Context: an optimization exercise on an open-source flow, tuned for small area, a short achievable clock period and few clock cycles per item. The choices shown serve that exercise and are no tape-out recipe.
RTL that was checked went through simulation tests only; none was proved equivalent to the original.

==> flow/design.v (excerpt) <==
module pll_div_encoder (
    input  wire        clk,
    input  wire        rst,
    input  wire        in_valid,
    output wire        in_ready,
    input  wire        in_op,
    input  wire [31:0] in_a,
    input  wire [31:0] in_num,
    input  wire [31:0] in_denom,
    output wire        out_valid,
    input  wire        out_ready,
    output wire [31:0] out_p1,
    output wire [31:0] out_p2,
    output wire [31:0] out_p3
);
export LEC_CHECK = 0
export ABC_AREA = 1
export CAP_MARGIN = 20
export CORE_MARGIN = 2
export CORE_UTILIZATION = 55
export SLEW_MARGIN = 20
create_clock -name core_clock -period 10.0 [get_ports {clk}]
standard.sh (not shown) runs the stock make flow with config.mk's settings and CLKGATE_MAP_FILE= SYNTH_SCRIPT=/design/flow/synth_recipe.tcl, a recipe that flattens the netlist after the stock synthesis.
==> flow/flow/run.sh <==
#!/bin/bash
# Standard layout, except that synthesis leaves adders to ABC instead of
# extracting full/half-adder cells first (ADDER_MAP_FILE empty). Registers,
# names and every later step are those of the standard flow.
set -euo pipefail
bash standard.sh ADDER_MAP_FILE= finish > flow_make.log 2>&1
Testbench counts at the start, summed over its fixed seeds: cycles 23,397, items 3,200.
Next try:
--- a/flow/config.mk
+++ b/flow/config.mk
@@ -10,3 +10,4 @@
 export CORE_MARGIN = 2
-export CORE_UTILIZATION = 55
+export CORE_UTILIZATION = 45
+export SETUP_SLACK_MARGIN = 5
 export SLEW_MARGIN = 20
What happened: The changed run went through all stages and came out clean. Design area goes up by 5.9%. Cell count goes up by 5.0%. Via count goes up by 1.0%. Worst setup slack is better by 1.1 ns. Die area goes up by 22%. Routed wire length goes up by 8.6%. Utilization goes down by 8.3 points. Flip-flop and latch count is unchanged.

========
pll_div_encoder, a different RTL version from the one above (not shown whole).
Size: roughly 2800 cells after synthesis, ~180 flip-flops, about 200 I/O pins, about 0.022 mm^2 of cells after synthesis.
==> flow/config.mk <==
export PLATFORM = sky130hd
export DESIGN_NAME = pll_div_encoder
export DESIGN_NICKNAME = pll_div_encoder
export VERILOG_FILES = /design/flow/design.v
export SDC_FILE = /design/flow/constraint.sdc
export NUM_CORES = 4
export LEC_CHECK = 0
export ABC_CLOCK_PERIOD_IN_PS = 3000
export CAP_MARGIN = 20
export CORE_MARGIN = 2
export CORE_UTILIZATION = 40
export SLEW_MARGIN = 20
==> flow/constraint.sdc <==
create_clock -name core_clock -period 10.0 [get_ports {clk}]
set_input_delay 2.0000 -clock core_clock [delete_from_list [all_inputs] [get_ports {clk}]]
set_output_delay 2.0000 -clock core_clock [all_outputs]
set_load 0.01 [all_outputs]
run.sh (not shown) runs the stock make flow with config.mk's settings and CLKGATE_MAP_FILE= SYNTH_SCRIPT=/design/flow/synth_recipe.tcl, a recipe that flattens the netlist after the stock synthesis.
Stock flow here: none of the scripts above is used.
The baseline finished clean.
Rerun with:
- ABC_CLOCK_PERIOD_IN_PS: 3000 -> unset
After rerunning: Maximum frequency stays the same. Die area stays the same. Clock-buffer cell count does not change. Final area stays the same. Utilization does not change. Via count does not change. Setup slack is unchanged. Non-clock buffer count does not change.
No functional check of the RTL was part of any run of this note.

========
Setup of 05-28:
Another version of the RTL of pll_div_encoder (not shown whole).
Size: about 4,100 cells after synthesis, roughly 200 I/O pins, about 0.025 mm^2 of cells after synthesis.
// pll_div_encoder
module pll_div_encoder (
    input  wire        clk,
    input  wire        rst,
    input  wire        in_valid,
    output wire        in_ready,
    input  wire        in_op,
    input  wire [31:0] in_a,
    input  wire [31:0] in_num,
    input  wire [31:0] in_denom,
    output wire        out_valid,
    input  wire        out_ready,
    output wire [31:0] out_p1,
    output wire [31:0] out_p2,
    output wire [31:0] out_p3
);
clock: 10.0 ns
lec_check: 0
abc_area: 1
cap_margin: 20
core_margin: 2
core_utilization: 40
setup_slack_margin: 4.3
slew_margin: 20
standard.sh (not shown) runs the stock make flow with config.mk's settings and CLKGATE_MAP_FILE= SYNTH_SCRIPT=/design/flow/synth_recipe.tcl, a recipe that flattens the netlist after the stock synthesis.
Scripts as last shown in full above: flow/flow/run.sh
05-28 completed end to end with timing, DRC and antenna clean.
Testbench counts of 05-28, summed over its fixed seeds: cycles 19,310, items 3,200.
For 02-12, these inputs were changed with respect to 05-28:
- SETUP_SLACK_MARGIN now 5, was 4.3
==> summary.txt <==
- Going from 05-28 to 02-12, sequential share of layout area shrinks by 1.6 points.
- 05-28 leaves less setup margin than 02-12.
- 02-12 does worse than 05-28 on first-pass GRT wire length.
- Summary of 02-12 over 05-28: share of cells above drive strength 1 +7.2 points; number of clock buffers in the layout ~0 delta; met2 wirelength from detailed routing +about 5%.
- 02-12 vs 05-28 — highest clock frequency the design can meet climbed by a few percent
- Post-layout utilization of the core in 02-12 is 3.6 points higher than in 05-28
- Diff 05-28 -> 02-12 | count of filler cells inserted in the layout | decrease of 227

========
Setup of lane 1:
The RTL this note starts from:
==> flow/design.v <==
module pll_div_encoder (
    input  wire        clk,
    input  wire        rst,
    input  wire        in_valid,
    output wire        in_ready,
    input  wire        in_op,
    input  wire [31:0] in_a,
    input  wire [31:0] in_num,
    input  wire [31:0] in_denom,
    output wire        out_valid,
    input  wire        out_ready,
    output wire [31:0] out_p1,
    output wire [31:0] out_p2,
    output wire [31:0] out_p3
);
    localparam [2:0] S_IDLE  = 3'd0,
                     S_RND   = 3'd1,
                     S_DIV   = 3'd2,
                     S_PA1   = 3'd3,
                     S_SHIFT = 3'd4,
                     S_FIN   = 3'd5;
    reg  [2:0]  st;
    reg         rdy, ov;
    reg  [24:0] R;           
    reg  [23:0] md;          
    reg  [6:0]  E;           
    reg  [3:0]  m;           
    reg         b0, b23, b24, b25;
    reg         rn, rd;      
    reg  [1:0]  ps, pd;      
    reg  [4:0]  k;           
    reg  [31:0] P1, P2, P3;
    assign in_ready  = rdy;
    assign out_valid = ov;
    assign out_p1    = P1;
    assign out_p2    = P2;
    assign out_p3    = P3;
    function [4:0] lzc;
        input [31:0] x;
        integer i;
        begin
            lzc = 5'd0;
            for (i = 0; i < 32; i = i + 1)
                if (x[i]) lzc = 5'd31 - i[4:0];
        end
    endfunction
    wire [4:0]  lzn = lzc(in_num);
    wire [4:0]  lzd = lzc(in_denom);
    wire [31:0] xn  = in_num   << lzn;
    wire [31:0] xd  = in_denom << lzd;
    wire        rnd_n = xn[7] & ((|xn[6:0]) | xn[8]);
    wire        rnd_d = xd[7] & ((|xd[6:0]) | xd[8]);
    wire [6:0]  E0    = {2'b00, lzd} - {2'b00, lzn} + 7'd7;
    wire        is_int  = (in_num == 32'd0);
    wire        is_unit = in_op & (in_denom == 32'd1) & ~is_int;
    wire start = (st == S_IDLE) & in_valid & (~ov | out_ready);
    wire [24:0] mn_inc = {1'b0, R[23:0]} + {24'd0, rn};
    wire [24:0] md_inc = {1'b0, md} + {24'd0, rd};
    wire [23:0] mn_r   = mn_inc[24] ? 24'h800000 : mn_inc[23:0];
    wire [23:0] md_r   = md_inc[24] ? 24'h800000 : md_inc[23:0];
    wire [6:0]  E_r    = E + {6'd0, mn_inc[24]} - {6'd0, md_inc[24]};
    wire [24:0] dA  = R - {1'b0, md};
    wire        bA  = ~dA[24];
    wire [23:0] rA  = bA ? dA[23:0] : R[23:0];
    wire [24:0] R1  = {rA, 1'b0};
    wire [24:0] dB  = R1 - {1'b0, md};
    wire        bB  = ~dB[24];
    wire [23:0] rB  = bB ? dB[23:0] : R1[23:0];
    wire [24:0] R2  = {rB, 1'b0};
    wire signed [7:0] Es  = {E[6], E};
    wire signed [7:0] j0  = {3'b000, m, 1'b0};
    wire signed [7:0] j1  = {3'b000, m, 1'b1};
    wire        m12    = (m == 4'd12);
    wire        caseB  = (Es <= 8'sd22) | ((Es == 8'sd23) & ~b0);
    wire        full   = ~m12 & (j1 <= Es);
    wire        half   = m12 ? ((Es >= 8'sd24) & ~b0) : (j0 == Es);
    wire        chkA   = caseB & (Es < j0);
    wire        chkB   = caseB & (Es < j1) & (~m12 | ~b0);
    wire        zero   = (chkA & ~bA) | (chkB & ~bB);
    wire        div_done = zero | m12;
    wire        carry  = m12 & caseB & ~zero;
    wire        L23    = b0;
    wire        g      = L23 ? b24 : b25;
    wire        sticky = (L23 & b25) | (|R);
    wire        bl     = L23 ? b23 : b24;
    wire        up     = g & (sticky | bl);
    wire [6:0]  kE     = E - (L23 ? 7'd23 : 7'd24);
    reg  [31:0] acc_sh, fr_x;
    always @(*) begin
        case (ps)
            2'd1:    begin acc_sh = {P2[30:0], 1'b0};  fr_x = {P1[30:0], pd[0]}; end
            2'd2:    begin acc_sh = {P2[29:0], 2'b00}; fr_x = {P1[29:0], pd};    end
            default: begin acc_sh = P2;                fr_x = P1;                end
        endcase
    end
    wire        fr_cin = (ps == 2'd0) & pd[0];
    wire [31:0] hstep  = acc_sh + ({32{pd[1]}} & {P3[30:0], 1'b0})
                                + ({32{pd[0]}} & P3);
    wire        fin    = (st == S_FIN);
    wire [31:0] a_eff  = in_op ? in_a : {24'd0, in_a[7:0]};
    wire [31:0] kterm  = fin ? ({a_eff[24:0], 7'd0} - 32'd512) : 32'd0;
    wire [31:0] p1_sum = kterm + fr_x + {31'd0, fr_cin};
    wire [31:0] p2_fin = {in_num[24:0], 7'd0} - hstep;
    reg [2:0] st_n;
    always @(*) begin
        st_n = st;
        case (st)
            S_IDLE:  if (start)
                         st_n = (is_int | is_unit) ? S_FIN :
                                (rnd_n | rnd_d)    ? S_RND :
                                (E0[6] & (E0 != 7'h7F)) ? S_FIN : S_DIV;
            S_RND:   st_n = (E_r[6] & (E_r != 7'h7F)) ? S_FIN : S_DIV;
            S_DIV:   if (div_done) st_n = (m12 & ~caseB) ? S_PA1 : S_FIN;
            S_PA1:   st_n = (kE[4:0] == 5'd0) ? S_FIN : S_SHIFT;
            S_SHIFT: if (k <= 5'd2) st_n = S_FIN;
            default: st_n = S_IDLE;
        endcase
    end
    always @(posedge clk) begin
        if (rst) begin
            st  <= S_IDLE;
            rdy <= 1'b0;
            ov  <= 1'b0;
        end else begin
            st  <= st_n;
            rdy <= (st_n == S_FIN);
            if (fin)
                ov <= 1'b1;
            else if (out_ready)
                ov <= 1'b0;
        end
    end
    always @(posedge clk) begin
        if (start) begin
            R  <= {1'b0, xn[31:8]};
            md <= xd[31:8];
            E  <= E0;
            m  <= 4'd0;
            rn <= rnd_n;
            rd <= rnd_d;
            ps <= 2'd0;
            pd <= 2'd0;
            P3 <= in_denom;
            P1 <= is_unit ? {in_num[24:0], 7'd0} : 32'd0;
            P2 <= is_unit ? 32'd128 : 32'd0;
        end else begin
            case (st)
                S_RND: begin
                    R  <= {1'b0, mn_r};
                    md <= md_r;
                    E  <= E_r;
                end
                S_DIV: begin
                    R  <= R2;
                    m  <= m + 4'd1;
                    if (m == 4'd0)  b0  <= bA;
                    if (m == 4'd11) b23 <= bB;
                    if (m12) begin
                        b24 <= bA;
                        b25 <= bB;
                    end
                    P1 <= p1_sum;
                    P2 <= hstep;
                    if (full)       begin ps <= 2'd2; pd <= {bA, bB}; end
                    else if (half)  begin ps <= 2'd1; pd <= {1'b0, bA}; end
                    else            begin ps <= 2'd0; pd <= {1'b0, carry}; end
                end
                S_PA1: begin
                    P1 <= p1_sum;
                    P2 <= hstep;
                    ps <= 2'd0;
                    pd <= {1'b0, up};
                    k  <= kE[4:0];
                end
                S_SHIFT: begin
                    P1 <= p1_sum;
                    P2 <= hstep;
                    pd <= 2'd0;
                    if (k >= 5'd2) begin ps <= 2'd2; k <= k - 5'd2; end
                    else           begin ps <= 2'd1; k <= k - 5'd1; end
                end
                S_FIN: begin
                    P1 <= p1_sum;
                    P2 <= p2_fin;
                end
                default: ;
            endcase
        end
    end
endmodule
Settings: LEC_CHECK=0, ABC_AREA=1, CAP_MARGIN=20, CORE_MARGIN=2, CORE_UTILIZATION=65, SETUP_SLACK_MARGIN=5, SLEW_MARGIN=20; clock period 10.0 ns.
Scripts as last shown in full above: flow/flow/run.sh
In the summary table, lane 1 is marked failed, with error GRT-0232 raised in global routing.
Testbench counts of lane 1, summed over its fixed seeds: cycles 20,197, items 3,200.
Inputs modified between lane 1 and lane 2:
Settings: removing SETUP_SLACK_MARGIN (formerly 5).
==> comparison <==
Lane 2: no failed stages, no open violations at the end. Reported for lane 2 and lane 1, port buffer count turned out identical to the last digit. Comparing lane 2 against lane 1, there is no change at all in net count after synthesis. Cell total after placement: lane 1 vs lane 2 — no meaningful difference. Post-CTS setup buffer count for lane 2: 78 down relative to lane 1. Reported for lane 2 and lane 1, proportion of synthesized area in mux cells turned out identical to the last digit. ~same total placed instance area in lane 2 and lane 1.

[re-timing with driven ports]
Ports are ideal in the flow. The routed layouts listed here were re-timed in OpenROAD. Step 1, drivers: a clkbuf_16 drives clk and a buf_2 each remaining input, both assumed. Step 2 also shifts input and output timing later by t, the mid clock arrival at the registers, as if the neighbouring blocks saw the same clock. Three values: ideal, step 1, step 2; two values: the first two.
run | shift t [ns] | setup WS [ns] | worst register clock-pin slew, ns | pins driven straight from the clock port
the first run of note 1 | 0.657 | 3.993 / 3.993 / 3.993 | 0.07 / 0.07 | 1
the second run of note 1 | 0.675 | 5.104 / 5.104 / 5.104 | 0.08 / 0.08 | 1
the first run of note 2 | 0.558 | 1.958 / 1.958 / 1.958 | 0.08 / 0.08 | 1
the second run of note 2 | 0.558 | 1.958 / 1.958 / 1.958 | 0.08 / 0.08 | 1
05-28 | 0.660 | 4.566 / 4.566 / 4.566 | 0.07 / 0.07 | 1
02-12 | 0.669 | 4.725 / 4.725 / 4.725 | 0.07 / 0.07 | 1
lane 2 | 0.536 | 3.234 / 3.271 / 2.735 | 0.08 / 0.08 | 1
After both steps setup and hold are still met in every run listed. For lane 2, which loses most, drivers alone change the setup slack by +0.037 ns; drivers and shift together by -0.499 ns.
